This design comes from an exercise in tuning for small area, a short achievable clock period and few clock cycles on the open sky130 flow, not from production work.
Only simulation tests tie the RTL to the original design; equivalence was not proved.
Power is estimated from default activity; no workload was simulated.

Design stele_codec, start of the top module:
module stele_codec (
    input  wire        clk,
    input  wire        rst,
    input  wire        cmd_valid,
    output wire        cmd_ready,
    input  wire        cmd_op,         
    input  wire [31:0] pal0,
    input  wire [31:0] pal1,
    input  wire [31:0] pal2,
    input  wire [1:0]  pal_n,
    input  wire [15:0] width,
    input  wire [15:0] height,
    input  wire [31:0] npix,
    input  wire        px_valid,
    output wire        px_ready,
    input  wire [31:0] px_data,
    output wire        bo_valid,
    input  wire        bo_ready,
    output wire [7:0]  bo_data,
    input  wire        bi_valid,
    output wire        bi_ready,
    input  wire        bi_eos,
    input  wire [7:0]  bi_data,
    output wire        po_valid,
    input  wire        po_ready,
    output wire [31:0] po_data,
    output wire        busy,
    output reg         done,
    output reg         err,
    output wire [3:0]  err_kind,
    output reg  [2:0]  err_detail
);
Size: roughly 210 flip-flops, about 270 I/O pins, ~14000 sq um of cells after synthesis.
==> flow/config.mk <==
export PLATFORM = sky130hd
export DESIGN_NAME = stele_codec
export DESIGN_NICKNAME = stele_codec
export VERILOG_FILES = /design/flow/design.v
export SDC_FILE = /design/flow/constraint.sdc
export NUM_CORES = 4
export LEC_CHECK = 0
export CAP_MARGIN = 20
export CORE_MARGIN = 2
export CORE_UTILIZATION = 40
export CTS_CLUSTER_DIAMETER = 100
export CTS_CLUSTER_SIZE = 30
export SLEW_MARGIN = 20
==> flow/constraint.sdc <==
create_clock -name core_clock -period 10.0 [get_ports {clk}]
set_input_delay 2.0000 -clock core_clock [delete_from_list [all_inputs] [get_ports {clk}]]
set_output_delay 2.0000 -clock core_clock [all_outputs]
set_load 0.01 [all_outputs]
standard.sh (not shown) runs the stock make flow with config.mk's settings and CLKGATE_MAP_FILE= SYNTH_SCRIPT=/design/flow/synth_recipe.tcl, a recipe that flattens the netlist after the stock synthesis.
==> flow/flow/run.sh <==
#!/bin/bash
set -euo pipefail
export BUFFER_PORTS_ARGS="-buffer_cell sky130_fd_sc_hd__buf_1"
export SETUP_SLACK_MARGIN=6.0
export CTS_ARGS="-sink_clustering_enable -repair_clock_nets -sink_clustering_size 30 -sink_clustering_max_diameter 100 -distance_between_buffers 2000 -branching_point_buffers_distance 2000"
bash standard.sh finish > standard_flow.log 2>&1
The baseline completed without violations.
Testbench counts at the start, summed over its fixed seeds: cycles 95,184.
Then changed:
==> flow/flow/run.sh (replaced) <==
#!/bin/bash
set -euo pipefail
export BUFFER_PORTS_ARGS="-buffer_cell sky130_fd_sc_hd__buf_1"
export SETUP_SLACK_MARGIN=5.8
bash standard.sh finish > standard_flow.log 2>&1
After rerunning: Total power increases by 3.3%. Worst setup slack is worse by 190 ps. Die area stays the same. Fmax drops by 4.6%.
Then changed:
==> flow/flow/run.sh (replaced) <==
#!/bin/bash
set -euo pipefail
export BUFFER_PORTS_ARGS="-buffer_cell sky130_fd_sc_hd__buf_1"
export SETUP_SLACK_MARGIN=6.0
export CTS_ARGS="-sink_clustering_enable -repair_clock_nets -sink_clustering_size 30 -sink_clustering_max_diameter 100 -balance_levels -wire_unit 100"
bash standard.sh finish > standard_flow.log 2>&1
=>
- cell area falls by about 0.43%
- die area stays the same
- routed wire length falls by 2.1%
- total power falls by 3.2%
- setup slack improved by 190 ps
- non-clock buffer count rises by 1
- synthesized area does not change

---

Starting RTL as in the previous note.
## stele_codec
module stele_codec (
    input  wire        clk,
    input  wire        rst,
    input  wire        cmd_valid,
    output wire        cmd_ready,
    input  wire        cmd_op,         
    input  wire [31:0] pal0,
    input  wire [31:0] pal1,
    input  wire [31:0] pal2,
    input  wire [1:0]  pal_n,
    input  wire [15:0] width,
    input  wire [15:0] height,
    input  wire [31:0] npix,
    input  wire        px_valid,
    output wire        px_ready,
    input  wire [31:0] px_data,
    output wire        bo_valid,
    input  wire        bo_ready,
    output wire [7:0]  bo_data,
    input  wire        bi_valid,
    output wire        bi_ready,
    input  wire        bi_eos,
    input  wire [7:0]  bi_data,
    output wire        po_valid,
    input  wire        po_ready,
    output wire [31:0] po_data,
    output wire        busy,
    output reg         done,
    output reg         err,
    output wire [3:0]  err_kind,
    output reg  [2:0]  err_detail
);
==> flow/config.mk <==
export PLATFORM = sky130hd
export DESIGN_NAME = stele_codec
export DESIGN_NICKNAME = stele_codec
export VERILOG_FILES = /design/flow/design.v
export SDC_FILE = /design/flow/constraint.sdc
export NUM_CORES = 4
export LEC_CHECK = 0
export CAP_MARGIN = 20
export CORE_MARGIN = 2
export CORE_UTILIZATION = 40
export CTS_CLUSTER_DIAMETER = 100
export CTS_CLUSTER_SIZE = 30
export SLEW_MARGIN = 20
==> flow/constraint.sdc <==
create_clock -name core_clock -period 10.0 [get_ports {clk}]
set_input_delay 2.0000 -clock core_clock [delete_from_list [all_inputs] [get_ports {clk}]]
set_output_delay 2.0000 -clock core_clock [all_outputs]
set_load 0.01 [all_outputs]
==> flow/flow/run.sh <==
#!/bin/bash
set -euo pipefail
export BUFFER_PORTS_ARGS="-buffer_cell sky130_fd_sc_hd__buf_1"
export SETUP_SLACK_MARGIN=6.0
export SETUP_REPAIR_SEQUENCE="unbuffer,sizedown,sizeup,swap"
bash standard.sh finish > standard_flow.log 2>&1
The starting point completed without violations.
Testbench counts at the start, summed over its fixed seeds: cycles 95,184.
==> next run, changes <==
==> flow/flow/run.sh (replaced) <==
#!/bin/bash
set -euo pipefail
export BUFFER_PORTS_ARGS="-buffer_cell sky130_fd_sc_hd__buf_1"
export SETUP_SLACK_MARGIN=6.2
bash standard.sh finish > standard_flow.log 2>&1
The new run went through all stages and came out clean.
Global-route usage came out higher by 0.16 points.
Clock skew came out lower by 0.0074 ns.
Routed wire length came out higher by 0.61%.
Via count came out higher by 0.82%.
Non-clock buffer count came out higher by 11.
Sequential power hardly moves.

---

Starting RTL as in the previous note.
clock: 10.0 ns
lec_check: 0
cap_margin: 20
core_margin: 2
core_utilization: 40
cts_cluster_diameter: 100
cts_cluster_size: 30
place_density: 0.75
slew_margin: 20
==> flow/flow/run.sh <==
#!/bin/bash
set -euo pipefail
export BUFFER_PORTS_ARGS="-buffer_cell sky130_fd_sc_hd__buf_1"
export SETUP_SLACK_MARGIN=6.0
bash standard.sh finish > standard_flow.log 2>&1
The baseline went through all stages and came out clean.
Testbench counts at the start, summed over its fixed seeds: cycles 95,184.
Change:
- CORE_UTILIZATION: 40 -> 55
- PLACE_DENSITY: 0.75 -> not set
Result: Global-route usage is higher by 6.8 points; power is lower slightly; combinational power hardly moves; maximum frequency is higher slightly; via count went down by a few percent.
Change:
- CORE_UTILIZATION: 55 -> 40
Fmax came out lower by 0.52%; die area climbs by 37%; count of clock-buffer cells in the layout goes up by 1.
Change:
==> flow/flow/run.sh (replaced) <==
#!/bin/bash
set -euo pipefail
export BUFFER_PORTS_ARGS="-buffer_cell sky130_fd_sc_hd__buf_1"
export SETUP_SLACK_MARGIN=5.9
bash standard.sh finish > standard_flow.log 2>&1
After rerunning: Clock-buffer cell count rose by 1; die area stays the same; setup slack loses 0.11 ns; global-route usage is higher by 0.79 points; synthesized cell count is unchanged.
Change:
==> flow/flow/run.sh (replaced) <==
#!/bin/bash
set -euo pipefail
export BUFFER_PORTS_ARGS="-buffer_cell sky130_fd_sc_hd__buf_1"
export SETUP_SLACK_MARGIN=6.1
export SETUP_REPAIR_SEQUENCE="unbuffer,sizedown,sizeup,swap"
bash standard.sh finish > standard_flow.log 2>&1
- The new run produced a clean layout
- sequential share of layout area goes down by 0.14 points
- design area goes up by about 0.4%
- worst setup slack improves by 0.14 ns
- synthesized area is unchanged
- total power goes down by about 2%
- global-route usage goes down by 0.27 points
- clock skew goes down by 0.013 ns
- cell count is about the same
- die area is unchanged
- sequential power barely changes

-- port drivers added, routing unchanged --
No port has a modelled driver above. Below, the same layouts with a new extraction and two added sets of constraints. Step 1, drivers: a clkbuf_16 drives clk and a buf_2 each remaining input, both assumed. Step 2 times the ports against the registers' clock, not the clock port: input delays grow and output delays shrink by t, the midpoint of the rising clock arrivals with the driver on. Three values: no drivers, after step 1, after step 2; two values: the first two.
run	t (ns)	slack for setup (ns)	hold WS [ns]	worst setup path after step 2	pins driven straight from the clock port
the first run of note 1	0.542	6.071 / 6.017 / 5.613	0.467 / 0.467 / 0.467	input to register	1
the second run of note 1	0.558	5.881 / 5.826 / 5.410	0.459 / 0.459 / 0.459	input to register	1
the third run of note 1	0.542	6.068 / 6.014 / 5.612	0.467 / 0.467 / 0.467	input to register	1
the first run of note 2	0.542	6.071 / 6.017 / 5.613	0.467 / 0.467 / 0.467	input to register	1
the second run of note 2	0.544	6.118 / 6.064 / 5.729	0.471 / 0.471 / 0.471	input to register	1
the first run of note 3	0.542	6.054 / 5.998 / 5.568	0.464 / 0.464 / 0.464	input to register	1
the second run of note 3	0.546	6.091 / 6.041 / 5.587	0.465 / 0.465 / 0.465	input to register	1
the third run of note 3	0.542	6.071 / 6.017 / 5.613	0.467 / 0.467 / 0.467	input to register	1
the fourth run of note 3	0.558	5.961 / 5.907 / 5.431	0.459 / 0.459 / 0.459	input to register	1
the fifth run of note 3	0.541	6.097 / 6.044 / 5.732	0.476 / 0.476 / 0.476	input to register	1
After both steps setup and hold are still met in every run listed. The setup slack of the fourth run of note 3, which loses most, moves by -0.054 ns with the drivers and by -0.530 ns with both steps.
